Context: an optimization exercise on an open-source flow, tuned for small area, a short achievable clock period and few clock cycles. The choices shown serve that exercise and are no tape-out recipe. Function was not checked in any run shown here: the RTL went through the layout flow alone. Power and IR drop assume default switching activity.

**design/flow/design.v**
```verilog
module pdm_decim (
    input  wire        clk,
    input  wire        rst,         
    input  wire [2:0]  cfg_ratio,   
    input  wire [1:0]  cfg_nch,     
    input  wire        cfg_bord,    
    input  wire [7:0]  cfg_gain,    
    input  wire        in_valid,
    output reg         in_ready,
    input  wire [7:0]  in_data,
    output reg         out_valid,
    input  wire        out_ready,
    output reg  [15:0] out_data,
    output reg  [1:0]  out_chan
);
    function [47:0] csa;
        input [23:0] a, b, c;
        csa = {{(a[22:0] & b[22:0]) | (a[22:0] & c[22:0]) | (b[22:0] & c[22:0]), 1'b0},
               a ^ b ^ c};
    endfunction
    function [51:0] csa26;
        input [25:0] a, b, c;
        csa26 = {{(a[24:0] & b[24:0]) | (a[24:0] & c[24:0]) | (b[24:0] & c[24:0]), 1'b0},
                 a ^ b ^ c};
    endfunction
    reg [1:0] c_nch;
    reg       c_bord;
    reg [7:0] c_gain;
    always @(posedge clk) begin
        c_nch   <= cfg_nch;
        c_bord  <= cfg_bord;
        c_gain  <= cfg_gain;
    end
    reg [7:0] c_oh;
    always @(posedge clk)
        c_oh <= 8'd1 << cfg_ratio;
    wire [4:0] k_g = ({5{c_oh[0]}} & 5'd2)
        | ({5{c_oh[1]}} & 5'd3)
        | ({5{c_oh[2]}} & 5'd4)
        | ({5{c_oh[3]}} & 5'd6)
        | ({5{c_oh[4]}} & 5'd8)
        | ({5{c_oh[5]}} & 5'd10)
        | ({5{c_oh[6]}} & 5'd16)
        | ({5{c_oh[7]}} & 5'd10);    
    wire [3:0] k_gm1 = ({4{c_oh[0]}} & 4'd1)
        | ({4{c_oh[1]}} & 4'd2)
        | ({4{c_oh[2]}} & 4'd3)
        | ({4{c_oh[3]}} & 4'd5)
        | ({4{c_oh[4]}} & 4'd7)
        | ({4{c_oh[5]}} & 4'd9)
        | ({4{c_oh[6]}} & 4'd15)
        | ({4{c_oh[7]}} & 4'd9);    
    wire [2:0] k_a = ({3{c_oh[0]}} & 3'd4)
        | ({3{c_oh[1]}} & 3'd3)
        | ({3{c_oh[2]}} & 3'd5)
        | ({3{c_oh[3]}} & 3'd4)
        | ({3{c_oh[4]}} & 3'd6)
        | ({3{c_oh[5]}} & 3'd4)
        | ({3{c_oh[6]}} & 3'd7)
        | ({3{c_oh[7]}} & 3'd4);    
    wire [21:0] k_c0 = ({22{c_oh[0]}} & 22'd4193896)
        | ({22{c_oh[1]}} & 22'd4193004)
        | ({22{c_oh[2]}} & 22'd4191312)
        | ({22{c_oh[3]}} & 22'd4184504)
        | ({22{c_oh[4]}} & 22'd4171424)
        | ({22{c_oh[5]}} & 22'd4150024)
        | ({22{c_oh[6]}} & 22'd4015424)
        | ({22{c_oh[7]}} & 22'd4150024);    
    wire [21:0] k_c1 = ({22{c_oh[0]}} & 22'd4192536)
        | ({22{c_oh[1]}} & 22'd4188404)
        | ({22{c_oh[2]}} & 22'd4180400)
        | ({22{c_oh[3]}} & 22'd4147656)
        | ({22{c_oh[4]}} & 22'd4084064)
        | ({22{c_oh[5]}} & 22'd3979384)
        | ({22{c_oh[6]}} & 22'd3316416)
        | ({22{c_oh[7]}} & 22'd3979384);    
    wire [21:0] k_c2 = ({22{c_oh[0]}} & 22'd4192256)
        | ({22{c_oh[1]}} & 22'd4187392)
        | ({22{c_oh[2]}} & 22'd4177920)
        | ({22{c_oh[3]}} & 22'd4139008)
        | ({22{c_oh[4]}} & 22'd4063232)
        | ({22{c_oh[5]}} & 22'd3938304)
        | ({22{c_oh[6]}} & 22'd3145728)
        | ({22{c_oh[7]}} & 22'd3938304);    
    wire [13:0] k_a0i = ({14{c_oh[0]}} & 14'd136)
        | ({14{c_oh[1]}} & 14'd300)
        | ({14{c_oh[2]}} & 14'd528)
        | ({14{c_oh[3]}} & 14'd1176)
        | ({14{c_oh[4]}} & 14'd2080)
        | ({14{c_oh[5]}} & 14'd3240)
        | ({14{c_oh[6]}} & 14'd8256)
        | ({14{c_oh[7]}} & 14'd3240);    
    wire [13:0] k_a1i = ({14{c_oh[0]}} & 14'd120)
        | ({14{c_oh[1]}} & 14'd276)
        | ({14{c_oh[2]}} & 14'd496)
        | ({14{c_oh[3]}} & 14'd1128)
        | ({14{c_oh[4]}} & 14'd2016)
        | ({14{c_oh[5]}} & 14'd3160)
        | ({14{c_oh[6]}} & 14'd8128)
        | ({14{c_oh[7]}} & 14'd3160);    
    wire [5:0] k_g3 = ({6{c_oh[0]}} & 6'd6)
        | ({6{c_oh[1]}} & 6'd9)
        | ({6{c_oh[2]}} & 6'd12)
        | ({6{c_oh[3]}} & 6'd18)
        | ({6{c_oh[4]}} & 6'd24)
        | ({6{c_oh[5]}} & 6'd30)
        | ({6{c_oh[6]}} & 6'd48)
        | ({6{c_oh[7]}} & 6'd30);    
    wire [6:0] k_g5 = ({7{c_oh[0]}} & 7'd10)
        | ({7{c_oh[1]}} & 7'd15)
        | ({7{c_oh[2]}} & 7'd20)
        | ({7{c_oh[3]}} & 7'd30)
        | ({7{c_oh[4]}} & 7'd40)
        | ({7{c_oh[5]}} & 7'd50)
        | ({7{c_oh[6]}} & 7'd80)
        | ({7{c_oh[7]}} & 7'd50);    
    wire [6:0] k_g7 = ({7{c_oh[0]}} & 7'd14)
        | ({7{c_oh[1]}} & 7'd21)
        | ({7{c_oh[2]}} & 7'd28)
        | ({7{c_oh[3]}} & 7'd42)
        | ({7{c_oh[4]}} & 7'd56)
        | ({7{c_oh[5]}} & 7'd70)
        | ({7{c_oh[6]}} & 7'd112)
        | ({7{c_oh[7]}} & 7'd70);    
    wire       k_casc = c_oh[7];
    reg        d125, d27;     
    always @(posedge clk) begin
        d125 <= (cfg_ratio == 3'd5) | (cfg_ratio == 3'd7);
        d27  <= (cfg_ratio == 3'd1) | (cfg_ratio == 3'd3);
    end
    wire [8:0] gain_b = {c_gain[7], c_gain} + 9'd132;           
    wire [5:0] gain_q = gain_b / 9'd6;                           
    wire signed [7:0] sh_c = 8'sd31 - $signed({2'b00, gain_q})
                             + $signed({4'b0000, k_a, 1'b0}) + $signed({5'b00000, k_a});
    reg [5:0] q_sh;
    always @(posedge clk)
        q_sh <= sh_c[7] ? 6'd0 : (sh_c > 8'sd47) ? 6'd47 : sh_c[5:0];
    reg frz;                  
    reg [1:0] ocnt;           
    reg [15:0] sk_data;
    reg [1:0]  sk_chan;
    reg [7:0] a_byte;
    reg       a_v;
    always @(posedge clk) begin
        if (rst) begin
            a_v <= 1'b0;
        end else if (!frz) begin
            a_v    <= in_valid & in_ready;
            a_byte <= c_bord ? in_data : {in_data[0], in_data[1], in_data[2], in_data[3],
                                          in_data[4], in_data[5], in_data[6], in_data[7]};
        end
    end
    reg [1:0] a_ch;
    reg [3:0] a_b;
    reg       a_k0;           
    reg [4:0] a_bb;           
    reg [13:0] a_al0, a_al1;  
    reg [12:0] a_al2;         
    reg [5:0]  a_m3;          
    wire [4:0] a_dbb = a_bb - {1'b0, a_b} - 5'd1;
    reg [6:0]  a_m5, a_m7;    
    reg [5:0]  a_n3;          
    reg [6:0]  a_n5, a_n7;    
    wire adv_a    = a_v & ~frz;
    wire a_chlast = (a_ch == c_nch);
    wire a_blast  = (a_b == k_gm1);
    always @(posedge clk) begin
        if (rst) begin
            a_ch <= 2'd0;
            a_b  <= 4'd0;
            a_k0 <= 1'b1;
        end else if (adv_a) begin
            a_ch <= a_chlast ? 2'd0 : a_ch + 2'd1;
            if (a_chlast) a_b <= a_blast ? 4'd0 : a_b + 4'd1;
            if (a_chlast & a_blast) a_k0 <= 1'b0;
        end
        if (rst | (adv_a & a_chlast & a_blast) | (~(adv_a & a_chlast) & (a_b == 4'd0))) begin
            a_bb  <= k_g;
            a_al0 <= k_a0i;
            a_al1 <= k_a1i;
            a_al2 <= 13'd0;
            a_m3  <= 6'd0;
            a_m5  <= 7'd0;
            a_m7  <= 7'd0;
            a_n3  <= k_g3;
            a_n5  <= k_g5;
            a_n7  <= k_g7;
        end else if (adv_a & a_chlast) begin
            a_bb  <= a_bb - 5'd1;
            a_al0 <= a_al0 - {a_bb - 5'd1, 6'd36};                     
            a_al1 <= a_al1 + {{3{a_dbb[4]}}, a_dbb, 6'd8};              
            a_al2 <= a_al2 + {1'b0, a_b, 6'd28};                        
            a_m3  <= a_m3 + 6'd3;
            a_m5  <= a_m5 + 7'd5;
            a_m7  <= a_m7 + 7'd7;
            a_n3  <= a_n3 - 6'd3;
            a_n5  <= a_n5 - 7'd5;
            a_n7  <= a_n7 - 7'd7;
        end
    end
    wire [7:0] x = a_byte;
    wire [47:0] pa = csa({23'd0, x[0]}, {23'd0, x[1]}, {23'd0, x[2]});
    wire [47:0] pb = csa({23'd0, x[3]}, {23'd0, x[4]}, {23'd0, x[5]});
    wire [47:0] pc = csa(pa[23:0], pa[47:24], pb[23:0]);
    wire [47:0] pd = csa(pb[47:24], {23'd0, x[6]}, {23'd0, x[7]});
    wire [47:0] pe = csa(pc[23:0], pc[47:24], pd[23:0]);
    wire [47:0] pf = csa(pe[23:0], pe[47:24], pd[47:24]);
    wire [3:0]  p0_c = pf[3:0] + pf[27:24];
    wire [47:0] ra = csa({23'd0, x[2]}, {22'd0, x[3], x[3]}, {21'd0, x[4], x[4], 1'b0});
    wire [47:0] rb = csa({20'd0, x[5], 1'b0, x[5], 1'b0}, {20'd0, x[6], x[6], x[6], x[6]},
                         {19'd0, x[7], 1'b0, x[7], 1'b0, x[7]});
    wire [47:0] rc = csa(ra[23:0], ra[47:24], rb[23:0]);
    wire [47:0] rd = csa(rc[23:0], rc[47:24], rb[47:24]);
    wire [5:0]  p2_c = rd[5:0] + rd[29:24];
    wire [23:0] ub1 = x[1] ? {20'd0, a_b} : 24'd0;
    wire [23:0] ub2 = x[2] ? {19'd0, a_b, 1'b0} : 24'd0;
    wire [23:0] ub3 = x[3] ? {18'd0, a_m3} : 24'd0;
    wire [23:0] ub4 = x[4] ? {18'd0, a_b, 2'b0} : 24'd0;
    wire [23:0] ub5 = x[5] ? {17'd0, a_m5} : 24'd0;
    wire [23:0] ub6 = x[6] ? {17'd0, a_m3, 1'b0} : 24'd0;
    wire [23:0] ub7 = x[7] ? {17'd0, a_m7} : 24'd0;
    wire [47:0] ua  = csa(ub1, ub2, ub3);
    wire [47:0] ub  = csa(ub4, ub5, ub6);
    wire [47:0] uc  = csa(ua[23:0], ua[47:24], ub[23:0]);
    wire [47:0] ud  = csa(ub[47:24], ub7, uc[23:0]);
    wire [47:0] ue  = csa(uc[47:24], ud[23:0], ud[47:24]);
    wire [8:0]  v9_c = ue[8:0] + ue[32:24];
    wire [23:0] wb1 = x[1] ? {19'd0, a_bb} : 24'd0;
    wire [23:0] wb2 = x[2] ? {18'd0, a_bb, 1'b0} : 24'd0;
    wire [23:0] wb3 = x[3] ? {18'd0, a_n3} : 24'd0;
    wire [23:0] wb4 = x[4] ? {17'd0, a_bb, 2'b0} : 24'd0;
    wire [23:0] wb5 = x[5] ? {17'd0, a_n5} : 24'd0;
    wire [23:0] wb6 = x[6] ? {17'd0, a_n3, 1'b0} : 24'd0;
    wire [23:0] wb7 = x[7] ? {17'd0, a_n7} : 24'd0;
    wire [47:0] xwa = csa(wb1, wb2, wb3);
    wire [47:0] xwb = csa(wb4, wb5, wb6);
    wire [47:0] xwc = csa(xwa[23:0], xwa[47:24], xwb[23:0]);
    wire [47:0] xwd = csa(xwb[47:24], wb7, xwc[23:0]);
    wire [47:0] xwe = csa(xwc[47:24], xwd[23:0], xwd[47:24]);
    wire [8:0]  w9_c = xwe[8:0] + xwe[32:24];
    reg        b1_v, b1_last, b1_m01, b1_m2;
    reg [1:0]  b1_ch;
    reg [3:0]  b1_p0;
    reg [8:0]  b1_v9, b1_w9;
    reg [5:0]  b1_p2;
    reg [13:0] b1_al0, b1_al1;
    reg [12:0] b1_al2;
    always @(posedge clk) begin
        if (rst) begin
            b1_v <= 1'b0;
        end else if (!frz) begin
            b1_v    <= a_v;
            b1_last <= a_blast;
            b1_m01  <= a_k0 & (a_b == 4'd0);
            b1_m2   <= (a_b == 4'd0);
            b1_ch   <= a_ch;
            b1_p0   <= p0_c;
            b1_v9   <= v9_c;
            b1_w9   <= w9_c;
            b1_p2   <= p2_c;
            b1_al0  <= a_al0;
            b1_al1  <= a_al1;
            b1_al2  <= a_al2;
        end
    end
    function [71:0] alrows;
        input [13:0] al;
        input [3:0]  p;
        input [1:0]  k;
        alrows = {p[3] ? {7'd0, al, 3'd0} : p[2] ? {8'd0, al, 2'd0} : 24'd0,
                  p[1] ? {9'd0, al, 1'b0} : 24'd0,
                  (p[0] ? {10'd0, al} : 24'd0) | {22'd0, k}};
    endfunction
    wire [71:0] ra0 = alrows(b1_al0, b1_p0, 2'd1);
    wire [71:0] ra1 = alrows(b1_al1, b1_p0, 2'd2);
    wire [71:0] ra2 = alrows({1'b0, b1_al2}, b1_p0, 2'd0);
    wire [23:0] vr  = {12'd0, b1_v9, 3'd0};         
    wire [23:0] wr  = {12'd0, b1_w9, 3'd0};         
    wire [23:0] p2r = {18'd0, b1_p2};
    wire [47:0] e2a = csa(ra2[23:0], ra2[47:24], ra2[71:48]);
    wire [47:0] e2b = csa(vr, p2r, b1_last ? {2'd0, k_c2} : 24'd0);
    wire [47:0] e2c = csa(e2a[23:0], e2a[47:24], e2b[23:0]);
    wire [47:0] e2d = csa(e2c[23:0], e2c[47:24], e2b[47:24]);
    wire [21:0] d2_c = e2d[21:0] + e2d[45:24];
    wire [47:0] e0a = csa(ra0[23:0], ra0[47:24], ra0[71:48]);
    wire [47:0] e0b = csa(~wr, p2r, b1_m01 ? {2'd0, k_c0} : 24'd0);
    wire [47:0] e0c = csa(e0a[23:0], e0a[47:24], e0b[23:0]);
    wire [47:0] e0d = csa(e0c[23:0], e0c[47:24], e0b[47:24]);
    wire [21:0] d0_c = e0d[21:0] + e0d[45:24];
    wire [47:0] e1a = csa(ra1[23:0], ra1[47:24], ra1[71:48]);
    wire [47:0] e1b = csa(~vr, wr, ~{p2r[22:0], 1'b0});
    wire [47:0] e1c = csa(e1a[23:0], e1a[47:24], e1b[23:0]);
    wire [47:0] e1x = csa(e1b[47:24], b1_m01 ? {2'd0, k_c1} : 24'd0, e1c[23:0]);
    wire [47:0] e1d = csa(e1c[47:24], e1x[23:0], e1x[47:24]);
    wire [21:0] d1_c = e1d[21:0] + e1d[45:24];
    reg        b2_v, b2_last, b2_m01, b2_m2;
    reg [1:0]  b2_ch;
    reg [21:0] b2_d0;
    reg [21:0] b2_d1;
    reg [21:0] b2_d2;
    always @(posedge clk) begin
        if (rst) begin
            b2_v <= 1'b0;
        end else if (!frz) begin
            b2_v    <= b1_v;
            b2_last <= b1_last;
            b2_m01  <= b1_m01;
            b2_m2   <= b1_m2;
            b2_ch   <= b1_ch;
            b2_d0   <= d0_c;
            b2_d1   <= d1_c;
            b2_d2   <= d2_c;
        end
    end
    reg [21:0] acc0 [0:3];
    reg [21:0] acc1 [0:3];
    reg [18:0] acc2 [0:3];
    wire [21:0] r0 = b2_m01 ? 22'd0 : acc0[b2_ch];
    wire [21:0] r1 = b2_m01 ? 22'd0 : acc1[b2_ch];
    wire [18:0] r2 = b2_m2  ? 19'd0 : acc2[b2_ch];
    wire [21:0] s0 = r0 + b2_d0;
    wire [21:0] s1 = r1 + b2_d1;
    wire [21:0] s2 = {3'd0, r2} + b2_d2;
    wire wr_c = b2_v & ~frz;
    always @(posedge clk) begin
        if (wr_c) begin
            acc0[b2_ch] <= b2_last ? s1 : s0;
            acc1[b2_ch] <= b2_last ? s2 : s1;
            if (!b2_last) acc2[b2_ch] <= s2[18:0];
        end
    end
    reg [21:0] c_y;
    reg        c_v;
    always @(posedge clk) begin
        if (rst) begin
            c_v <= 1'b0;
        end else if (!frz) begin
            c_v <= b2_v & b2_last;
            c_y <= s0;
        end
    end
    reg [21:0] fir1 [0:3];
    reg [24:0] firp [0:3];
    reg [1:0]  d_ch;
    reg        d_k0;          
    wire [21:0] f1r = d_k0 ? 22'd0 : fir1[d_ch];
    wire [24:0] fpr = d_k0 ? 25'd0 : firp[d_ch];
    wire [24:0] cyx = {{3{c_y[21]}}, c_y};
    wire [24:0] np_c = fpr + ~cyx + 25'd1;                   
    wire [23:0] m_c  = np_c[23:0] ^ {24{np_c[24]}};          
    wire [51:0] fpa  = csa26({cyx, 3'd0}, {cyx, 1'b0}, ~{{4{f1r[21]}}, f1r});
    wire [24:0] pn_c = fpa[24:0] + fpa[50:26] + 25'd1;         
    wire adv_d = c_v & ~frz;
    always @(posedge clk) begin
        if (adv_d) begin
            fir1[d_ch] <= c_y;
            firp[d_ch] <= pn_c;
        end
        if (rst) begin
            d_ch <= 2'd0;
            d_k0 <= 1'b1;
        end else if (adv_d) begin
            d_ch <= (d_ch == c_nch) ? 2'd0 : d_ch + 2'd1;
            if (d_ch == c_nch) d_k0 <= 1'b0;
        end
    end
    reg [23:0] d_m;
    reg        d_ng, d_v;
    always @(posedge clk) begin
        if (rst) begin
            d_v <= 1'b0;
        end else if (!frz) begin
            d_v  <= c_v;
            d_m  <= m_c;
            d_ng <= np_c[24];
        end
    end
    wire [23:0] e_mag = d_m + {23'd0, d_ng};
    wire [46:0] xw = {e_mag, 23'd0} >> q_sh;
    reg  [23:0] hi_mask;
    integer hm;
    always @(*) begin
        for (hm = 0; hm < 24; hm = hm + 1)
            hi_mask[hm] = (hm >= q_sh);
    end
    wire ovf_c = |(e_mag & hi_mask);
    reg [22:0] e_x;
    reg        e_ovf, e_ng, e_v;
    always @(posedge clk) begin
        if (rst) begin
            e_v <= 1'b0;
        end else if (!frz) begin
            e_v   <= d_v;
            e_x   <= xw[22:0];
            e_ovf <= ovf_c;
            e_ng  <= d_ng;
        end
    end
    wire [6:0]  xb0 = e_x[6:0];
    wire [6:0]  xb1 = e_x[13:7];
    wire [6:0]  xb2 = e_x[20:14];
    wire [1:0]  xb3 = e_x[22:21];
    wire [8:0]  xa0 = e_x[8:0];
    wire [8:0]  xa1 = e_x[17:9];
    wire [4:0]  xa2 = e_x[22:18];
    wire [6:0]  t27    = (xb3[1] ? (xb3[0] ? 7'd81 : 7'd54) : (xb3[0] ? 7'd27 : 7'd0));
    wire [15:0] t16777 = (xb3[1] ? (xb3[0] ? 16'd50331 : 16'd33554) : (xb3[0] ? 16'd16777 : 16'd0));
    wire [18:0] t9709  = (xa2[2] ? (xa2[1] ? (xa2[0] ? 19'd67945 : 19'd58236) : (xa2[0] ? 19'd48527 : 19'd38818)) : (xa2[1] ? (xa2[0] ? 19'd29109 : 19'd19400) : (xa2[0] ? 19'd9691 : -19'd18)));    
    wire [23:0] fr0 = d125 ? {17'd0, xb0} : d27 ? {15'd0, xa0} : 24'd0;
    wire [23:0] fr1 = d125 ? {17'd0, xb1} : d27 ? {15'd0, ~xa1} : 24'd0;
    wire [23:0] fr2 = d125 ? {16'd0, xb1, 1'b0} : d27 ? {19'd0, xa2} : 24'd0;
    wire [23:0] fr3 = d125 ? {17'd0, xb2} : d27 ? 24'd2 : 24'd0;
    wire [23:0] fr4 = d125 ? {14'd0, xb2, 3'd0} : 24'd0;
    wire [23:0] fr5 = d125 ? {17'd0, t27} : 24'd0;
    wire [47:0] fa  = csa(fr0, fr1, fr2);
    wire [47:0] fb  = csa(fr3, fr4, fr5);
    wire [47:0] fc  = csa(fa[23:0], fa[47:24], fb[23:0]);
    wire [47:0] fd  = csa(fc[23:0], fc[47:24], fb[47:24]);
    wire [10:0] f_c = fd[10:0] + fd[34:24];
    wire [23:0] zr0 = d125 ? {10'd0, xb2, xb1} : d27 ? {11'd0, xa1, 4'd0} : {8'd0, e_x[15:0]};
    wire [23:0] zr1 = d125 ? {17'd0, xb2} : d27 ? {14'd0, xa1, 1'b0} : 24'd1;
    wire [23:0] zr2 = d125 ? {16'd0, xb2, 1'b1} : d27 ? {15'd0, xa1} : 24'd0;
    wire [23:0] zr3 = d125 ? {8'd0, t16777} : d27 ? {5'd0, t9709} : 24'd0;
    wire [47:0] za  = csa(zr0, zr1, zr2);
    wire [47:0] zd  = csa(za[23:0], za[47:24], zr3);
    wire [18:0] z_c = zd[18:0] + zd[42:24];
    wire        s_c = e_ovf | (~d125 & ~d27 & (e_x[22:16] != 7'd0)) | (d27 & (e_x[22:21] != 2'd0));
    reg [10:0] v1_f;
    reg [18:0] v1_z;
    reg        v1_sat, v1_ng, v1_v;
    always @(posedge clk) begin
        if (rst) begin
            v1_v <= 1'b0;
        end else if (!frz) begin
            v1_v   <= e_v;
            v1_f   <= f_c;
            v1_z   <= z_c;
            v1_sat <= s_c;
            v1_ng  <= e_ng;
        end
    end
    wire [5:0]  fq   = d125 ? {2'b00, v1_f[10:7]} : d27 ? v1_f[10:5] : 6'd0;
    wire [7:0]  wr0  = d125 ? {1'b0, v1_f[6:0]} : {3'd0, v1_f[4:0]};
    wire [7:0]  wr1  = d125 ? {4'd0, v1_f[10:7]} : {2'd0, v1_f[10:5]};
    wire [7:0]  wr2  = d125 ? {3'd0, v1_f[10:7], 1'b0} : {v1_f[10:5], 2'd0};
    wire [47:0] wa   = csa({16'd0, wr0}, {16'd0, wr1}, {16'd0, wr2});
    wire [7:0]  w_c  = wa[7:0] + wa[31:24];
    wire [7:1]  wt   = {w_c >= 8'd189, w_c >= 8'd162, w_c >= 8'd135, w_c >= 8'd108,
                        w_c >= 8'd81, w_c >= 8'd54, w_c >= 8'd27};
    wire [2:0]  c27c = {wt[4], (wt[2] & ~wt[4]) | wt[6],
                        (wt[1] & ~wt[2]) | (wt[3] & ~wt[4]) | (wt[5] & ~wt[6]) | wt[7]};
    wire [2:0]  cc_c = d125 ? {2'b00, w_c >= 8'd125} : d27 ? c27c : 3'd0;
    wire [18:0] z2_c = v1_z + {13'd0, fq};
    reg [2:0]  v2_c;
    reg [18:0] v2_z;
    reg        v2_sat, v2_ng, v2_v;
    always @(posedge clk) begin
        if (rst) begin
            v2_v <= 1'b0;
        end else if (!frz) begin
            v2_v   <= v1_v;
            v2_c   <= cc_c;
            v2_z   <= z2_c;
            v2_sat <= v1_sat;
            v2_ng  <= v1_ng;
        end
    end
    wire [2:0] cc   = v2_c;
    wire [18:0] zp  = v2_z + {16'd0, cc};                
    wire [18:0] zn  = ~v2_z + 19'd2 - {16'd0, cc};       
    wire        t_sat = v2_sat | (zp[18:16] != 3'd0);
    wire        t_ng  = v2_ng;
    wire [15:0] p_c   = t_sat ? (t_ng ? 16'h8000 : 16'h7fff) : (t_ng ? zn[16:1] : zp[16:1]);
    wire        p_v   = v2_v;
    reg signed [15:0] g_p;
    reg               g_v;
    always @(posedge clk) begin
        if (rst) begin
            g_v <= 1'b0;
        end else if (!frz) begin
            g_v <= p_v & k_casc;
            g_p <= p_c;
        end
    end
    reg [21:0] hb_u [0:3];
    reg [20:0] hb_v [0:3];
    reg [15:0] hb_w [0:3];
    reg [1:0]  h_ch;
    reg [1:0]  h_n;           
    reg        h_odd;
    wire signed [21:0] hu = (h_n != 2'd2) ? 22'sd0 : $signed(hb_u[h_ch]);
    wire signed [20:0] hv = (h_n == 2'd0) ? 21'sd0 : $signed(hb_v[h_ch]);
    wire signed [15:0] hw = (h_n != 2'd2) ? 16'sd0 : $signed(hb_w[h_ch]);
    wire [23:0] gx  = {{8{g_p[15]}}, g_p};
    wire [23:0] hvx = {{3{hv[20]}}, hv};
    wire [23:0] hwx = {{8{hw[15]}}, hw};
    wire signed [21:0] hy = hu - g_p;
    wire [47:0] hua = csa(hvx, {gx[20:0], 3'd0}, gx);
    wire [21:0] hu_n = hua[21:0] + hua[45:24];
    wire [47:0] hva = csa(h_odd ? {gx[20:0], 3'd0} : hvx, h_odd ? gx : {gx[19:0], 4'd0},
                          h_odd ? ~hwx : 24'd0);
    wire [20:0] hv_n = hva[20:0] + hva[44:24] + {20'd0, h_odd};
    wire adv_h = g_v & ~frz;
    always @(posedge clk) begin
        if (adv_h) begin
            hb_v[h_ch] <= hv_n;
            if (h_odd) begin
                hb_u[h_ch] <= hu_n;
                hb_w[h_ch] <= g_p;
            end
        end
        if (rst) begin
            h_ch  <= 2'd0;
            h_n   <= 2'd0;
            h_odd <= 1'b0;
        end else if (adv_h) begin
            if (h_ch == c_nch) begin
                h_ch  <= 2'd0;
                h_odd <= ~h_odd;
                if (h_n != 2'd2) h_n <= h_n + 2'd1;
            end else begin
                h_ch <= h_ch + 2'd1;
            end
        end
    end
    reg signed [21:0] h_y;
    reg               h_v;
    reg [1:0]         h_c;
    always @(posedge clk) begin
        if (rst) begin
            h_v <= 1'b0;
        end else if (!frz) begin
            h_v <= g_v & h_odd;
            h_y <= hy;
            h_c <= h_ch;
        end
    end
    wire signed [21:0] hr  = (h_y + (h_y[21] ? 22'sd15 : 22'sd16)) >>> 5;
    wire [15:0] h_res = (hr > 22'sd32767) ? 16'h7fff :
                        (hr < -22'sd32768) ? 16'h8000 : hr[15:0];
    reg [1:0] o_ch;           
    wire        r_v  = k_casc ? h_v : p_v;
    wire [15:0] r_d  = k_casc ? h_res : p_c;
    wire [1:0]  r_c  = k_casc ? h_c : o_ch;
    wire push = r_v & ~frz;
    wire pop  = out_valid & out_ready;
    wire [1:0] ocnt_nx = ocnt + {1'b0, push} - {1'b0, pop};
    always @(posedge clk) begin
        if (rst) begin
            ocnt      <= 2'd0;
            out_valid <= 1'b0;
            frz       <= 1'b0;
            in_ready  <= 1'b0;
            o_ch      <= 2'd0;
        end else begin
            ocnt      <= ocnt_nx;
            out_valid <= (ocnt_nx != 2'd0);
            frz       <= (ocnt_nx == 2'd2);
            in_ready  <= (ocnt_nx != 2'd2);
            if (push & ~k_casc) o_ch <= (o_ch == c_nch) ? 2'd0 : o_ch + 2'd1;
        end
        if (ocnt == 2'd0 || (ocnt == 2'd1 && pop)) begin
            if (push) begin
                out_data <= r_d;
                out_chan <= r_c;
            end
        end else if (ocnt == 2'd2 && pop) begin
            out_data <= sk_data;
            out_chan <= sk_chan;
        end
        if (push && ocnt == 2'd1 && !pop) begin
            sk_data <= r_d;
            sk_chan <= r_c;
        end
    end
endmodule
```
**design/flow/flow/run.sh**
```bash
#!/bin/bash
# Standard layout, with the resizer free to change a cell's footprint and a
# tighter timing-repair target (setup slack to reach at the design's period).
set -euo pipefail
bash standard.sh MATCH_CELL_FOOTPRINT=0 SETUP_SLACK_MARGIN=7 finish > standard_flow.log 2>&1
```
**design/flow/standard.sh**
```bash
#!/bin/bash
# synth_recipe.tcl (not shown) runs the flow's synth.tcl, then flattens the netlist and writes it again
# the make line also repeats each setting of config.mk as NAME=value (left out here)
make -C /OpenROAD-flow-scripts/flow DESIGN_CONFIG=/design/flow/config.mk WORK_HOME=/design/flow/orfs CLKGATE_MAP_FILE= SYNTH_SCRIPT=/design/flow/synth_recipe.tcl "${@:-finish}"
```
**design/flow/config.mk**
```make
export PLATFORM = sky130hd
export DESIGN_NAME = pdm_decim
export DESIGN_NICKNAME = pdm_decim
export VERILOG_FILES = /design/flow/design.v
export SDC_FILE = /design/flow/constraint.sdc
export NUM_CORES = 4
export LEC_CHECK = 0
export CAP_MARGIN = 20
export CORE_MARGIN = 2
export CORE_UTILIZATION = 40
export PLACE_DENSITY = 0.6
export SLEW_MARGIN = 20
```
**design/flow/constraint.sdc**
```tcl
create_clock -name core_clock -period 12.0 [get_ports {clk}]
set_input_delay 2.4000 -clock core_clock [delete_from_list [all_inputs] [get_ports {clk}]]
set_output_delay 2.4000 -clock core_clock [all_outputs]
set_load 0.01 [all_outputs]
```
==> run summary, run 1 <==
status=timing/DRC/antenna clean; CTS buffer count=119; clock latency at the later pin of the worst-skew pair=770 ps; Die Wd=431 um; nets@finish=6937; Mapped Avg Cell Area=12.0 um^2; largest net degree at the start of global routing=77; Initial Utilization=40.3%; Main synth FF type=edfxtp_1; critical path data required time=12500 ps; reg2reg setup slack=6870 ps; P_leak=31.3 nW; Max Root-Sink Buffers=3; Synth Cell Area=73000 um^2; Worst path depth=17; fin cells=8624; met3 Track Usage GR=2.51%; max-slew violations=0; Final setup viols=0; setup TNS=0 ps; CP Cell Sequence=buf_12 > nor2b_4 > buf_6 > clkbuf_16 > a22o_1 > fa_1 > fa_1 > fa_1 > fa_1 > ha_4 > or3_4 > o211ai_1 > a31oi_2 > o311ai_2 > a21boi_2 > o31ai_2 > xor2_1; Iter 0 DRT Violations=3011; r2r endpoint=b2_d1[21]$_DFFE_PP_; Arr. time, crit path=5620 ps; met1 GRT Util=23.4%; DRC Markers=0; layout cells sized above 1=10.9%; type of the worst min-delay path=reg2reg; RR Startpoint=b1_p0[3]$_DFFE_PP_; CP endpoint=b2_d1[21]$_DFFE_PP_; clk slew on worst S/H paths=60 ps; Cell Pwr Density=280 nW/um^2; CTS Sinks=1168; Setup WS pre-CTS=6300 ps; Die Y=431 um; commonest non-fill, non-tap cell in the layout=edfxtp_1; register area share after synthesis=46.7%; HP Start=e_ng$_DFFE_PP_; Top cell by count, worst path=fa_1; CP endpoint kind=flop; critical path fanouts, max=5; Synthesized Nets=6884; CP Launch Type=flop; Power, Total=22.7 mW; hpwl dp=118000 um; Yosys reg bits=1168; Setup WS post-layout=6870 ps; initial antenna violation count=2; Area Growth Syn to Fin=11.1%; Async SR Flop Fraction=0%; busiest grt layer=met2; kind of critical path=reg2reg; DR WL/cell=19.4 um; worst-margin pin slew=1060 ps; crit path max-delay cell type=fa_1; unrepaired setup endpoints after global routing=yes; clock skew=56.2 ps; Routed Antenna Nets=0; via count=46100; EDFF count, synth=1073; Max VDD drop=0.390 mV; port bufs=44; Worst path max stage delay=580 ps; core area=181000 um^2; Pre-Repair DR Iteration Count=5; row count=156; via/cell ratio=5.35; placer's final routability congestion estimate=0.870; GR Util met2=31.2%; Worst Reg-to-Reg Cells=17; Synth Instances=6094; Yosys cell types=101; fmax=195 MHz; Die Area=186000 um^2; Cells after DPL=8361; CP Buf/Inv Count=3; GRT overflow=0; post-layout minimum cycle time=5130 ps; clk root buf=clkbuf_16; most frequent cells in the layout=edfxtp_1 (1073), inv_1 (607), ha_1 (456); H-tree Lvls=3; first-pass GRT wire length=263000 um; synth warn=1; final WL=167000 um; vias in the first global route=46400; max-cap violation count=0; Tot GR Track Use=17.9%; io pins=46; filler cell count=16500; Setup crit start=b1_p0[3]$_DFFE_PP_; CTS tree=done; CP top delay family=adder cells; Fin. Hold Viols=0; Worst slew margin=29.5%; period utilization=42.7%
==> worst min-delay path by stage <==
stage | endpoint | slack [ps] | cells after the start
final | v1_ng$_DFFE_PP_ | 430 | 0
after global routing | v1_ng$_DFFE_PP_ | 440 | 0
after detailed placement | v2_sat$_DFFE_PP_ | 410 | 0
after global placement | v2_sat$_DFFE_PP_ | 400 | 0
after floorplan | b1_al1[2]$_DFFE_PP_ | 400 | 0
after CTS | v1_ng$_DFFE_PP_ | 430 | 0
==> cells in the mapped netlist (51+ instances only) <==
cell type     n  share of area (%)
nor3_1      115               0.79
and2_1      266                2.3
nor2b_1     149                1.3
a21o_1       83               0.85
mux4_2      171                5.3
xnor2_1     295                3.5
mux2i_1      81                1.1
dfxtp_1      95                2.6
o21a_1       64               0.66
o21ai_0     188                1.3
nand2b_1     51               0.44
nand2_1     340                1.7
ha_1        465                8.0
nand3_1      86               0.59
xor2_1      116                1.4
inv_1       609                3.1
clkbuf_1    142               0.73
fa_1        299                8.2
nor2_1      318                1.6
a21oi_1     318                2.2
mux2_2       66                1.0
edfxtp_1   1073                 44
==> layout make-up <==
cell class                 count  area [um^2]  area share, %
tap                         2370         2970           3.66
clock buffer                 143         3120           3.85
inverter                     614         2300           2.84
antenna                        2         5.00        0.00617
sequential                  1168        34100           42.1
multi-input combinational   4104        36200           44.6
clock inverter                83         1020           1.25
timing repair buffer         140         1360           1.68
==> per-stage QoR <==
stage	utilization, %	cell area [um^2]	hold WS, ps
final	44.8	81100	431
after global routing	44.8	81100	436
after CTS	44.5	80600	434
after detailed placement	42.0	76100	413
after global placement	42.0	76100	404
after floorplan	-	73100	400
==> layer usage <==
layer | up-vias | routed length [um] | part of all wire, %
li1 | 22000 | - | -
met1 | 23000 | 72400 | 43
met2 | 895 | 83700 | 50
met3 | 219 | 7000 | 4.2
met4 | 2 | 4320 | 2.6
met5 | - | 13 | 0.0078
==> where the power goes <==
part           switching [mW]  internal [mW]  leakage (nW)
Clock                    1.67           2.24          1.99
Combinational            7.26           4.97          18.5
Sequential              0.578           5.99          10.8
Total                    9.51           13.2          31.3
==> sequential cells by signal (all words and copies together), names as in the netlist, 23 cells and up, named ones only <==
register	flops
firp	100
hb_w	64
acc1	88
fir1	88
e_x	23
d_m	24
acc2	76
acc0	88
hb_u	88
hb_v	84
==> cell families after synthesis <==
logic type / synth area share, %
buf+inv: 4.41
fa+ha+maj: 16.2
mux: 7.42
xor+xnor: 4.95
flops: 46.7
compound gates: 9.54
simple gates: 10.8
==> timing repair <==
action | CTS | global route
buffers inserted | 16 | 12
hold buffers | 0 | 0
resized for setup | 35 | 84
endpoints found under the setup margin | 67 | 109
pin swaps | 18 | 31
gates cloned | 4 | 3
==> run 2, diff against run 1 <==
==> design/flow/flow/run.sh (replaced) <==
#!/bin/bash
# Standard layout, with the resizer free to change a cell's footprint and a
# tighter timing-repair target (setup slack to reach at the design's period).
set -euo pipefail
bash standard.sh MATCH_CELL_FOOTPRINT=0 SETUP_SLACK_MARGIN=8 finish > standard_flow.log 2>&1
==> run summary, run 2 <==
status=timing/DRC/antenna clean; via/cell ratio=5.37; Synth area leader=edfxtp_1; filler cell count=15900; Routed Antenna Nets=0; core area=181000 um^2; Main synth FF type=edfxtp_1; Tot GR Track Use=18.7%; DRC Markers=0; first-pass GRT wire length=273000 um; Post-DP Area=76400 um^2; clock skew=63.5 ps; CP Cell Sequence=buf_12 > nor2b_4 > buf_12 > a22o_1 > fa_1 > inv_2 > fa_1 > inv_1 > fa_1 > fa_1 > ha_4 > nor2b_4 > o21ai_2 > a21boi_2 > o211ai_1 > a31oi_2 > o311ai_2 > a21boi_2 > o31ai_2 > xor2_1; Arr. time, crit path=5570 ps; Top cell by count, worst path=fa_1; io pins=46; Worst slew margin=27.4%; Yosys reg bits=1168; hold path depth=0; GRT overflow=0; worst-margin pin slew=1090 ps; DR WL/cell=19.9 um; CTS hold repair buffers=0; Final setup viols=0; EDFF count, synth=1073; P_leak=33.8 nW; layout cells sized above 1=22.1%; nets@finish=7244; critical path fanouts, max=9; CTS Sinks=1168; reg2reg setup slack=6930 ps; HP Start=e_ng$_DFFE_PP_; Die Wd=431 um; synth top area cells=edfxtp_1 (44%), fa_1 (8.2%), ha_1 (8.0%); hpwl dp=117000 um; Worst Reg-to-Reg Cells=20; via count=47900; post-layout minimum cycle time=5070 ps; Highest Signal Layer=met4; H-tree Lvls=3; commonest non-fill, non-tap cell in the layout=edfxtp_1; Max VDD drop=0.458 mV; Synth top area share=44.1%; critical path data required time=12500 ps; CP endpoint kind=flop; Setup WS pre-CTS=6340 ps; most frequent cell after synthesis=edfxtp_1; placer's final routability congestion estimate=0.878; Fin. Hold Viols=0; met1 wire length=77100 um; Pre-Repair DR Iteration Count=5; Yosys cell types=101; type of the worst min-delay path=reg2reg; fin area=87100 um^2; CTS buffer count=120; CP Launch Type=flop; met2 WL=89500 um; max-slew violations=0; synth warn=1; max reg flops=100; Largest Register=firp; fmax=197 MHz; Iter 0 DRT Violations=3312; Die Y=431 um; clk slew on worst S/H paths=70 ps; Initial Utilization=40.3%; kind of critical path=reg2reg; CTS tree=done; crit path max-delay cell type=fa_1; Cell Pwr Density=288 nW/um^2; Synth Instances=6094; setup TNS=0 ps; Setup WS post-layout=6930 ps; period utilization=42.3%; Die Area=186000 um^2; unrepaired setup endpoints after global routing=yes; synth cell count leaders=edfxtp_1 (1073), inv_1 (609), ha_1 (465); Async SR Flop Fraction=0%; clk root buf=clkbuf_16; max-cap violation count=0; Worst path max stage delay=550 ps; final WL=178000 um; Area Growth Syn to Fin=19.4%; Mapped Avg Cell Area=12.0 um^2; row count=156; clock latency at the later pin of the worst-skew pair=790 ps; vias in the first global route=48500; most frequent cells in the layout=edfxtp_1 (1073), inv_1 (570), ha_1 (388); register area share after synthesis=46.7%; initial antenna violation count=2; largest net degree at the start of global routing=165; metal3 WL=6800 um; RR Startpoint=b1_p0[3]$_DFFE_PP_; port bufs=44; Synth Cell Area=73000 um^2; Synthesized Nets=6884; r2r endpoint=b2_d1[21]$_DFFE_PP_; Max Root-Sink Buffers=3; Endpoint, Worst Hold=v1_ng$_DFFE_PP_
## run 2: metrics by stage
step	hold WS [ps]	power (mW)	utilization, %	instances
after floorplan	400	15.0	-	6094
after global placement	407	18.0	42.2	8356
after detailed placement	405	18.2	42.2	8356
after CTS	378	23.7	46.5	8791
after global routing	400	26.8	48.1	8929
final	383	25.1	48.1	8930
## run 2: timing repair
item | 4_1_cts | 5_1_grt
endpoints found under the setup margin | 775 | 460
gates resized for setup | 413 | 362
gates cloned | 15 | 2
pin swaps | 212 | 246
buffers inserted | 193 | 135
## run 2: kinds of logic after synthesis
group / Yosys count / share of synthesized area, %
compound gates: 1068 / 9.54
fa+ha+maj: 764 / 16.2
flops: 1168 / 46.7
simple gates: 1539 / 10.8
mux: 319 / 7.42
buf+inv: 824 / 4.41
xor+xnor: 412 / 4.95
## run 2: power by group
group | leakage [nW] | internal, mW | total [mW] | switching [mW]
registers | 10.8 | 5.98 | 6.55 | 0.561
logic | 21.0 | 6.56 | 14.7 | 8.17
clock network | 1.94 | 2.13 | 3.80 | 1.66
## run 2: area by class of cell
class / instances / area [um^2] / share of cell area (%)
Multi-Input combinational cell: 4106 / 39200 / 44.9
Sequential cell: 1168 / 34200 / 39.2
Inverter: 614 / 2310 / 2.65
Timing Repair Buffer: 444 / 4490 / 5.15
Clock buffer: 150 / 3180 / 3.64
Clock inverter: 77 / 863 / 0.991
Antenna cell: 1 / 2.50 / 0.00287
Tap cell: 2370 / 2970 / 3.40
## run 2: worst max-delay path by stage
stage	from	depth (start not counted)	end
finish	b1_p0[3]$_DFFE_PP_	20	b2_d1[21]$_DFFE_PP_
global route	b1_p0[3]$_DFFE_PP_	16	b2_d1[21]$_DFFE_PP_
CTS	b1_p0[3]$_DFFE_PP_	20	b2_d1[21]$_DFFE_PP_
detailed placement	b1_p0[3]$_DFFE_PP_	20	b2_d1[21]$_DFFE_PP_
global placement	b1_p0[3]$_DFFE_PP_	20	b2_d1[21]$_DFFE_PP_
floorplan	rst	3	flop
## run 2: metal layers
layer / vias to the layer above / GRT usage [%]
met1: 24100 / 24.3
met5: - / 0
met3: 268 / 2.46
li1: 22600 / -
met4: 0 / 4.72
met2: 941 / 32.9
## run 2: critical path, delay by kind of cell, from the launching register on
family / cells / cell delay (ps)
fa+ha+maj: 5 / 2240
compound gates: 8 / 1560
flops: 1 / 400
buf+inv: 4 / 360
simple gates: 2 / 160
xor+xnor: 1 / 100
==> run 3, diff against run 2 <==
--- a/design/flow/design.v
+++ b/design/flow/design.v
@@ -124,9 +124,13 @@
         | ({7{c_oh[7]}} & 7'd70);    
     wire       k_casc = c_oh[7];
     reg        d125, d27;     
+    reg [21:0] q_c0, q_c1, q_c2;    
     always @(posedge clk) begin
         d125 <= (cfg_ratio == 3'd5) | (cfg_ratio == 3'd7);
         d27  <= (cfg_ratio == 3'd1) | (cfg_ratio == 3'd3);
+        q_c0 <= k_c0;
+        q_c1 <= k_c1;
+        q_c2 <= k_c2;
     end
     wire [8:0] gain_b = {c_gain[7], c_gain} + 9'd132;           
     wire [5:0] gain_q = gain_b / 9'd6;                           
@@ -278,25 +282,23 @@
     wire [23:0] wr  = {12'd0, b1_w9, 3'd0};         
     wire [23:0] p2r = {18'd0, b1_p2};
     wire [47:0] e2a = csa(ra2[23:0], ra2[47:24], ra2[71:48]);
-    wire [47:0] e2b = csa(vr, p2r, b1_last ? {2'd0, k_c2} : 24'd0);
+    wire [47:0] e2b = csa(vr, p2r, b1_last ? {2'd0, q_c2} : 24'd0);
     wire [47:0] e2c = csa(e2a[23:0], e2a[47:24], e2b[23:0]);
     wire [47:0] e2d = csa(e2c[23:0], e2c[47:24], e2b[47:24]);
     wire [21:0] d2_c = e2d[21:0] + e2d[45:24];
     wire [47:0] e0a = csa(ra0[23:0], ra0[47:24], ra0[71:48]);
-    wire [47:0] e0b = csa(~wr, p2r, b1_m01 ? {2'd0, k_c0} : 24'd0);
-    wire [47:0] e0c = csa(e0a[23:0], e0a[47:24], e0b[23:0]);
-    wire [47:0] e0d = csa(e0c[23:0], e0c[47:24], e0b[47:24]);
-    wire [21:0] d0_c = e0d[21:0] + e0d[45:24];
+    wire [47:0] e0c = csa(e0a[23:0], e0a[47:24], ~wr);
+    wire [47:0] e0d = csa(e0c[23:0], e0c[47:24], p2r);
+    wire [15:0] d0_c = e0d[15:0] + e0d[39:24];
     wire [47:0] e1a = csa(ra1[23:0], ra1[47:24], ra1[71:48]);
     wire [47:0] e1b = csa(~vr, wr, ~{p2r[22:0], 1'b0});
     wire [47:0] e1c = csa(e1a[23:0], e1a[47:24], e1b[23:0]);
-    wire [47:0] e1x = csa(e1b[47:24], b1_m01 ? {2'd0, k_c1} : 24'd0, e1c[23:0]);
-    wire [47:0] e1d = csa(e1c[47:24], e1x[23:0], e1x[47:24]);
-    wire [21:0] d1_c = e1d[21:0] + e1d[45:24];
+    wire [47:0] e1d = csa(e1c[23:0], e1c[47:24], e1b[47:24]);
+    wire [16:0] d1_c = e1d[16:0] + e1d[40:24];
     reg        b2_v, b2_last, b2_m01, b2_m2;
     reg [1:0]  b2_ch;
-    reg [21:0] b2_d0;
-    reg [21:0] b2_d1;
+    reg [15:0] b2_d0;
+    reg [16:0] b2_d1;
     reg [21:0] b2_d2;
     always @(posedge clk) begin
         if (rst) begin
@@ -315,11 +317,11 @@
     reg [21:0] acc0 [0:3];
     reg [21:0] acc1 [0:3];
     reg [18:0] acc2 [0:3];
-    wire [21:0] r0 = b2_m01 ? 22'd0 : acc0[b2_ch];
-    wire [21:0] r1 = b2_m01 ? 22'd0 : acc1[b2_ch];
+    wire [21:0] r0 = b2_m01 ? q_c0 : acc0[b2_ch];
+    wire [21:0] r1 = b2_m01 ? q_c1 : acc1[b2_ch];
     wire [18:0] r2 = b2_m2  ? 19'd0 : acc2[b2_ch];
-    wire [21:0] s0 = r0 + b2_d0;
-    wire [21:0] s1 = r1 + b2_d1;
+    wire [21:0] s0 = r0 + {6'd0, b2_d0};
+    wire [21:0] s1 = r1 + {5'd0, b2_d1};
     wire [21:0] s2 = {3'd0, r2} + b2_d2;
     wire wr_c = b2_v & ~frz;
     always @(posedge clk) begin
==> design/flow/flow/run.sh (replaced) <==
#!/bin/bash
# Standard layout, with the resizer free to change a cell's footprint and a
# tighter timing-repair target (setup slack to reach at the design's period).
set -euo pipefail
bash standard.sh MATCH_CELL_FOOTPRINT=0 SETUP_SLACK_MARGIN=7 finish > standard_flow.log 2>&1
==> run summary, run 3 <==
busiest grt layer=met2; core area=176000 um^2; Top cell by count, worst path=fa_1; Synth Instances=5843; type of the worst min-delay path=reg2reg; max-cap violation count=0; status=timing/DRC/antenna clean; Max VDD drop=0.191 mV; critical path data required time=12530 ps; Yosys reg bits=1186; Area Growth Syn to Fin=11.9%; port bufs=44; Mapped Avg Cell Area=12.2 um^2; Post-DP Area=74200 um^2; kind of critical path=reg2reg; row count=154; Die Y=425 um; max-slew violations=0; Main synth FF type=edfxtp_1; fin area=79500 um^2; most frequent cell after synthesis=edfxtp_1; Worst Reg-to-Reg Cells=20; filler cell count=16000; hpwl dp=114000 um; met1 GRT Util=24.0%; nets@finish=6675; crit path max-delay cell type=edfxtp_1; GR Util met2=30.6%; CTS buffer count=137; worst-margin pin slew=1170 ps; CP Cell Sequence=nor2b_4 > buf_12 > buf_6 > a22o_1 > fa_1 > inv_1 > fa_1 > fa_1 > buf_4 > fa_2 > nor2b_1 > o21ai_1 > a21boi_1 > o21ai_1 > a21oi_2 > o2111ai_2 > a31oi_2 > a41oi_2 > xnor2_1 > and2_1; first-pass GRT wire length=256000 um; CTS Sinks=1186; RR Startpoint=b1_p0[3]$_DFFE_PP_; Synth top area share=44.8%; CP top delay family=adder cells; Fin. Hold Viols=0; P_leak=30.8 nW; clk root buf=clkbuf_16; EDFF count, synth=1061; Pre-Repair DR Iteration Count=5; Largest Register=firp; setup TNS=0 ps; Synth area leader=edfxtp_1; GRT overflow=0; synth warn=1; io pins=46; clk slew on worst S/H paths=60 ps; final WL=164000 um; layout cells sized above 1=11.6%; post-layout minimum cycle time=4940 ps; max reg flops=100; fin cells=8392; unrepaired setup endpoints after global routing=yes; DRC Markers=0; CTS tree=done; DR WL/cell=19.5 um; CP Buf/Inv Count=4; Worst path depth=20; Die Wd=425 um; Arr. time, crit path=5470 ps; Worst slew margin=21.2%; Synth Cell Area=71000 um^2; Yosys cell types=96; Initial Utilization=40.3%; Tot GR Track Use=18.2%; register area share after synthesis=48.4%; largest net degree at the start of global routing=123; synth cell count leaders=edfxtp_1 (1061), inv_1 (554), ha_1 (449); Iter 0 DRT Violations=3148; commonest non-fill, non-tap cell in the layout=edfxtp_1; Worst path max stage delay=530 ps; Synthesized Nets=6581; r2r endpoint=b2_d2[20]$_DFFE_PP_; clock latency at the later pin of the worst-skew pair=780 ps; reg2reg setup slack=7060 ps; via/cell ratio=5.29; Cells after DPL=8090; CP endpoint=b2_d2[20]$_DFFE_PP_; Routed Antenna Nets=0; period utilization=41.1%; clock skew=49.6 ps; initial antenna violation count=1; placer's final routability congestion estimate=0.868; via count=44400; critical path fanouts, max=8; most frequent cells in the layout=edfxtp_1 (1061), inv_1 (550), ha_1 (443); Async SR Flop Fraction=0%; synth top area cells=edfxtp_1 (45%), ha_1 (7.9%), fa_1 (7.4%); Max Root-Sink Buffers=3; vias in the first global route=45000; Final setup viols=0; H-tree Lvls=4; CP endpoint kind=flop; Cell Pwr Density=255 nW/um^2; Die Area=181000 um^2; Setup crit start=b1_p0[3]$_DFFE_PP_; fmax=203 MHz; CP Launch Type=flop; met3 Track Usage GR=2.59%
run 3: where the power goes:
part | internal (mW) | leakage (nW) | switching, mW
logic | 4.07 | 17.7 | 5.52
registers | 6.00 | 10.9 | 0.560
clock network | 2.40 | 2.16 | 1.72
run 3: kinds of logic after synthesis:
logic type | share of synthesized area [%]
mux | 7.90
buf+inv | 4.07
compound gates | 8.96
fa+ha+maj | 15.3
simple gates | 10.2
flops | 48.4
xor+xnor | 5.23
run 3: metrics by stage:
stage | hold slack (ps) | setup slack (ps) | utilization [%] | power [mW]
2_1_floorplan | 342 | 4390 | - | 13.5
3_3_place_gp | 400 | 6430 | 42.1 | 15.7
3_5_place_dp | 405 | 6360 | 42.1 | 15.8
4_1_cts | 420 | 7010 | 44.9 | 20.2
5_1_grt | 424 | 6860 | 45.1 | 21.9
6_report | 418 | 7060 | 45.1 | 20.3
run 3: worst min-delay path by stage:
stage,from,end,slack [ps],cells past startpoint
after floorplan,c_oh[1]$_SDFF_PP0_,q_c0[2]$_DFF_P_,340,0
after global placement,b1_m2$_DFFE_PP_,b2_m2$_DFFE_PP_,400,0
after detailed placement,b1_m01$_DFFE_PP_,b2_m01$_DFFE_PP_,410,0
after CTS,b1_m01$_DFFE_PP_,b2_m01$_DFFE_PP_,420,0
after global routing,b1_m01$_DFFE_PP_,b2_m01$_DFFE_PP_,420,0
final,b1_m01$_DFFE_PP_,b2_m01$_DFFE_PP_,420,0
run 3: cell type report:
class	count	area, um^2	share of cell area, %
Timing Repair Buffer	149	1420	1.78
Multi-Input combinational cell	3903	34200	43.0
Sequential cell	1186	34400	43.3
Inverter	560	2110	2.65
Tap cell	2340	2930	3.68
Clock buffer	191	3820	4.81
Clock inverter	62	639	0.804
Antenna cell	1	2.50	0.00315
run 3: worst reg2reg max path, delay by kind of cell, from the launching register on:
family | cells | cell delay [ps]
AND/OR/NAND/NOR | 3 | 370
adder cells (fa/ha/maj) | 4 | 1800
flip-flops | 1 | 530
AO/OA/AOI/OAI | 8 | 1300
buffers and inverters | 4 | 500
XOR/XNOR | 1 | 160
run 3: per-layer routing:
layer,up-vias,wire length [um]
met5,-,0
met4,0,4960
met3,245,7000
met2,915,79400
met1,22100,72600
li1,21100,-
run 3: what timing repair did:
item,CTS,global route
endpoints found under the setup margin,151,133
setup buffers,31,13
resized for setup,36,68
hold buffers,0,0
cloned,1,3
pin swaps,14,30
==> run 4, diff against run 3 <==
==> design/flow/flow/run.sh (replaced) <==
#!/bin/bash
# Standard layout, with the resizer free to change a cell's footprint and a
# tighter timing-repair target (setup slack to reach at the design's period).
set -euo pipefail
bash standard.sh MATCH_CELL_FOOTPRINT=0 SETUP_SLACK_MARGIN=7.5 finish > standard_flow.log 2>&1
==> run summary, run 4 <==
H-tree Lvls=4; critical path fanouts, max=6; Max Root-Sink Buffers=3; Tot GR Track Use=18.4%; Psw=8.24 mW; Top cell by count, worst path=fa_1; Iter 0 DRT Violations=3065; Fin. Hold Viols=0; Mapped Avg Cell Area=12.2 um^2; metal3 WL=6820 um; CTS hold repair buffers=0; sequential power share=30.4%; io pins=46; most frequent cell after synthesis=edfxtp_1; crit path max-delay cell type=fa_1; Die Y=425 um; CP endpoint kind=flop; Worst slew margin=28.7%; post-layout minimum cycle time=4880 ps; final WL=169000 um; CTS Sinks=1186; DRC Markers=0; fmax=205 MHz; sw frac=38.5%; Max VDD drop=0.302 mV; Antenna diodes=0; CP Launch Type=flop; core area=176000 um^2; synth top area cells=edfxtp_1 (45%), ha_1 (7.9%), fa_1 (7.4%); period utilization=40.7%; Highest Signal Layer=met4; critical path data required time=12560 ps; CP Cell Sequence=nor2b_4 > buf_12 > buf_4 > buf_6 > a22o_1 > fa_1 > inv_1 > fa_1 > inv_1 > fa_1 > ha_4 > inv_2 > o21ai_2 > a21oi_2 > nand2b_4 > a21boi_2 > o31a_1 > or4_4 > a2111o_1 > o311ai_2; initial antenna violation count=4; nets@finish=6815; Die Wd=425 um; setup TNS=0 ps; Initial Utilization=40.3%; Synth top area share=44.8%; Area Growth Syn to Fin=15.4%; met2 WL=83000 um; Async SR Flop Fraction=0%; port bufs=44; via/cell ratio=5.29; Worst path max stage delay=530 ps; max-cap violation count=0; synth cell count leaders=edfxtp_1 (1061), inv_1 (554), ha_1 (449); Arr. time, crit path=5450 ps; Pre-Repair DR Iteration Count=6; unrepaired setup endpoints after global routing=yes; Synth Instances=5843; clk root buf=clkbuf_16; synth warn=1; Cell Int Power=13.2 mW; type of the worst min-delay path=reg2reg; clock skew=40.9 ps; CTS buffer count=137; clk slew on worst S/H paths=60 ps; Die Area=181000 um^2; first-pass GRT wire length=260000 um; Final setup viols=0; Yosys cell types=96; largest net degree at the start of global routing=147; P_leak=31.9 nW; Synth area leader=edfxtp_1; Routed Antenna Nets=0; layout cells sized above 1=16.1%; hpwl dp=115000 um; met1 wire length=74200 um; max-slew violations=0; GRT overflow=0; vias in the first global route=45400; status=timing/DRC/antenna clean; clock share of power=19.9%; Largest Register=firp; Cell Pwr Density=261 nW/um^2; EDFF count, synth=1061; Synth Cell Area=71000 um^2; clock latency at the later pin of the worst-skew pair=780 ps; most frequent cells in the layout=edfxtp_1 (1061), inv_1 (543), ha_1 (427); row count=154; Power, Total=21.4 mW; placer's final routability congestion estimate=0.867; max reg flops=100; DR WL/cell=19.8 um; register area share after synthesis=48.4%; kind of critical path=reg2reg; Yosys reg bits=1186; Main synth FF type=edfxtp_1; Comb pwr share=49.7%; Synthesized Nets=6581; commonest non-fill, non-tap cell in the layout=edfxtp_1; via count=45100; worst-margin pin slew=1070 ps; CTS tree=done
run 4: cell counts after synthesis:
Identical to the previous run, type by type.
run 4: worst paths after layout:
path	depth (start not counted)	endpoint	from	slack, ps
hold / removal	0	v2_sat$_DFFE_PP_	v1_sat$_DFFE_PP_	420
setup reg to reg	20	b2_d1[15]$_DFFE_PP_	b1_p0[2]$_DFFE_PP_	7120
hold reg to reg	0	v2_sat$_DFFE_PP_	v1_sat$_DFFE_PP_	420
setup / recovery	20	b2_d1[15]$_DFFE_PP_	b1_p0[2]$_DFFE_PP_	7120
run 4: timing repair:
action                                  CTS  global route
cloned                                    9             4
pin swaps                                43           123
buffers inserted                         85            89
endpoints found under the setup margin  347           203
resized for setup                       156           168
run 4: metal layers:
metal	GRT usage (%)	vias to the layer above
li1	-	21400
met1	24.2	22600
met2	31.6	888
met3	2.62	235
met4	5.25	0
met5	0	-
run 4: critical path, delay by kind of cell (launching register included):
kind	cells	cell delay, ps
simple gates	3	760
buf+inv	6	520
fa+ha+maj	4	1750
compound gates	7	1230
flops	1	400
run 4: power groups by stage:
| stage | sequential (mW) | combinational [mW] | clock, mW |
|---|---|---|---|
| after detailed placement | 6.64 | 9.24 | 0 |
| after global placement | 6.62 | 9.09 | 0 |
| after floorplan | 6.33 | 7.26 | 0 |
| final | 6.51 | 10.6 | 4.26 |
| after CTS | 6.52 | 9.90 | 4.36 |
| after global routing | 6.57 | 11.9 | 4.51 |
run 4: kinds of logic after synthesis:
family,synth area share [%]
compound gates,8.96
mux,7.90
flops,48.4
fa+ha+maj,15.3
buf+inv,4.07
simple gates,10.2
xor+xnor,5.23
run 4: through the flow:
stage / utilization, % / hold slack (ps) / cell area [um^2] / worst slack, ps / cells
2_1_floorplan: - / 342 / 71200 / 4390 / 5843
3_3_place_gp: 42.1 / 402 / 74200 / 6310 / 8091
3_5_place_dp: 42.1 / 405 / 74200 / 6210 / 8091
4_1_cts: 45.6 / 417 / 80500 / 7260 / 8437
5_1_grt: 46.5 / 433 / 82000 / 7000 / 8530
6_report: 46.5 / 420 / 82000 / 7120 / 8530
run 4: cell type report:
cell class                      instances  area [um^2]
Clock buffer                          182         3780
Clock inverter                         70          858
Fill cell                           15800        94300
Inverter                              560         2110
Multi-Input combinational cell       3904        35100
Sequential cell                      1186        34400
Tap cell                             2340         2930
Timing Repair Buffer                  288         2810
==> run 5, diff against run 4 <==
--- a/design/flow/config.mk
+++ b/design/flow/config.mk
@@ -7,6 +7,6 @@
 export LEC_CHECK = 0
 export CAP_MARGIN = 20
 export CORE_MARGIN = 2
-export CORE_UTILIZATION = 40
-export PLACE_DENSITY = 0.6
+export CORE_UTILIZATION = 55
+export PLACE_DENSITY = 0.75
 export SLEW_MARGIN = 20
==> run summary, run 5 <==
Yosys cell types=96; Arr. time, crit path=5410 ps; via/cell ratio=5.94; Synth area leader=edfxtp_1; row count=131; vias in the first global route=46700; Die Area=132000 um^2; Worst path max stage delay=490 ps; status=timing/DRC/antenna clean; Max Root-Sink Buffers=3; Top cell by count, worst path=fa_1; Synth Instances=5843; Synth top area share=44.8%; kind of critical path=reg2reg; Main synth FF type=edfxtp_1; final WL=168000 um; GRT overflow=0; port bufs=44; first-pass GRT wire length=259000 um; clk slew on worst S/H paths=60 ps; reg2reg setup slack=7130 ps; critical path fanouts, max=6; synth warn=1; most frequent cells in the layout=edfxtp_1 (1061), inv_1 (550), ha_1 (424); EDFF count, synth=1061; Routed Antenna Nets=0; met3 Track Usage GR=4.16%; Antenna diodes=0; CP endpoint kind=flop; r2r endpoint=b2_d2[20]$_DFFE_PP_; Synthesized Nets=6581; placer's final routability congestion estimate=0.912; hold path depth=0; type of the worst min-delay path=reg2reg; Area Growth Syn to Fin=13.5%; Max VDD drop=0.358 mV; max reg flops=100; H-tree Lvls=4; nets@finish=6802; post-layout minimum cycle time=4870 ps; Worst Reg-to-Reg Cells=22; hpwl dp=111000 um; Die Wd=363 um; fmax=205 MHz; busiest grt layer=met2; clock skew=47.6 ps; core area=128000 um^2; critical path data required time=12540 ps; Largest Register=firp; CTS tree=done; clk root buf=clkbuf_16; Endpoint, Worst Hold=v2_sat$_DFFE_PP_; synth cell count leaders=edfxtp_1 (1061), inv_1 (554), ha_1 (449); DR WL/cell=21.4 um; Final setup viols=0; commonest non-fill, non-tap cell in the layout=edfxtp_1; Yosys reg bits=1186; Initial Utilization=55.6%; Worst slew margin=26.2%; Synth Cell Area=71000 um^2; io pins=46; Cell Pwr Density=268 nW/um^2; DRC Markers=0; Mapped Avg Cell Area=12.2 um^2; Fin. Hold Viols=0; most frequent cell after synthesis=edfxtp_1; max-cap violation count=0; P_leak=31.7 nW; CTS Sinks=1186; CP Cell Sequence=buf_12 > nor2b_4 > buf_12 > and2_4 > fa_1 > fa_1 > inv_1 > fa_1 > inv_1 > ha_2 > inv_2 > fa_2 > nor2b_4 > o21ai_2 > a21boi_2 > o21ai_2 > a21oi_2 > o2111ai_2 > a31oi_4 > a41oi_2 > xnor2_1 > and2_1; unrepaired setup endpoints after global routing=yes; RR Startpoint=b1_p0[3]$_DFFE_PP_; max-slew violations=0; Die Y=363 um; Iter 0 DRT Violations=4222; period utilization=40.6%; synth top area cells=edfxtp_1 (45%), ha_1 (7.9%), fa_1 (7.4%); layout cells sized above 1=15.5%; Tot GR Track Use=25.3%; register area share after synthesis=48.4%; GR Util met2=42.4%; clock latency at the later pin of the worst-skew pair=790 ps; CP Launch Type=flop; initial antenna violation count=3; via count=46600; Async SR Flop Fraction=0%; crit path max-delay cell type=fa_1; largest net degree at the start of global routing=91; Pre-Repair DR Iteration Count=6; met1 GRT Util=33.1%; worst-margin pin slew=1100 ps; setup TNS=0 ps; final core occ=63.1%; CTS buffer count=130; HP Start=v1_sat$_DFFE_PP_
-- run 5: cell counts after synthesis --
Identical to the previous run, type by type.
-- run 5: worst max-delay path by stage --
stage,slack [ps],to,startpoint
2_1_floorplan,4390,flop,rst
3_3_place_gp,6500,b2_d2[20]$_DFFE_PP_,b1_p0[3]$_DFFE_PP_
3_5_place_dp,6480,b2_d2[20]$_DFFE_PP_,b1_p0[3]$_DFFE_PP_
4_1_cts,7130,b2_d2[20]$_DFFE_PP_,b1_p0[3]$_DFFE_PP_
5_1_grt,6940,b2_d2[20]$_DFFE_PP_,b1_p0[3]$_DFFE_PP_
6_report,7130,b2_d2[20]$_DFFE_PP_,b1_p0[3]$_DFFE_PP_
-- run 5: metrics by stage --
stage	cell area [um^2]	worst slack, ps	total power, mW	std cells	hold slack (ps)
final	80600	7130	21.6	7832	419
after global routing	80600	6940	23.0	7832	436
after CTS	79400	7130	20.9	7759	421
after detailed placement	73400	6480	16.0	7412	408
after global placement	73300	6500	15.7	7410	403
after floorplan	71200	4390	13.6	5843	342
-- run 5: layer usage --
layer	routed length, um	up-vias
met4	5870	2
met2	81800	1692
met1	68100	23100
li1	-	21400
met3	11800	327
met5	8	-
-- run 5: worst max-delay path, delay by kind of cell, from the launching register on --
kind | cells | cell delay (ps)
adders and majority gates | 5 | 1880
and+or+nand+nor | 4 | 580
xor gates and xnor gates | 1 | 160
AOI/OAI and AO/OA | 7 | 1090
buffers and inverters | 5 | 470
DFF | 1 | 430
-- run 5: cells by family after synthesis --
logic type      share of synthesized area (%)
mux                                      7.90
fa+ha+maj                                15.3
compound gates                           8.96
simple gates                             10.2
xor+xnor                                 5.23
flops                                    48.4
buf+inv                                  4.07
-- run 5: power breakdown --
group | switching [mW] | total [mW] | internal [mW]
Sequential | 0.519 | 6.51 | 5.99
Clock | 1.74 | 4.07 | 2.33
Combinational | 6.29 | 11.0 | 4.72
-- run 5: what timing repair did --
item,4_1_cts,5_1_grt
resized for setup,156,142
cloned,11,2
hold buffers,0,0
endpoints found under the hold margin,0,0
pin swaps,47,79
setup endpoints to repair,478,181
setup buffers,98,71
-- run 5: area by class of cell --
class | count | area [um^2]
Multi-Input combinational cell | 3903 | 35000
Sequential cell | 1186 | 34400
Tap cell | 1662 | 2080
Timing Repair Buffer | 283 | 2730
Clock buffer | 170 | 3490
Fill cell | 9377 | 47200
Inverter | 560 | 2100
Clock inverter | 68 | 871

[separate check: timing with driven ports]
The flow's constraints put no driver on any port. The routed layouts listed below were extracted and timed again, unchanged, in two steps. Step 1 assumes that a clkbuf_16 drives the clock port and a buf_2 every other input. Step 2 times the ports against the registers' clock, not the clock port: input delays grow and output delays shrink by t, the midpoint of the rising clock arrivals with the driver on. Slacks: ideal / step 1 / step 2; pairs: ideal / step 1.
run | shift t [ns] | setup slack, ns | clock arrival spread, ns
run 1 | 0.825 | 6.871 / 6.871 / 6.793 | 0.078 / 0.077
run 2 | 0.841 | 6.930 / 6.930 / 6.930 | 0.078 / 0.079
run 3 | 0.843 | 7.062 / 7.062 / 6.513 | 0.059 / 0.059
run 4 | 0.837 | 7.118 / 7.118 / 6.893 | 0.049 / 0.049
run 5 | 0.855 | 7.131 / 7.131 / 6.812 | 0.057 / 0.057
After both steps setup and hold are still met in every run listed. For run 3, which loses most, drivers alone change the setup slack by 0.000 ns; drivers and shift together by -0.549 ns.
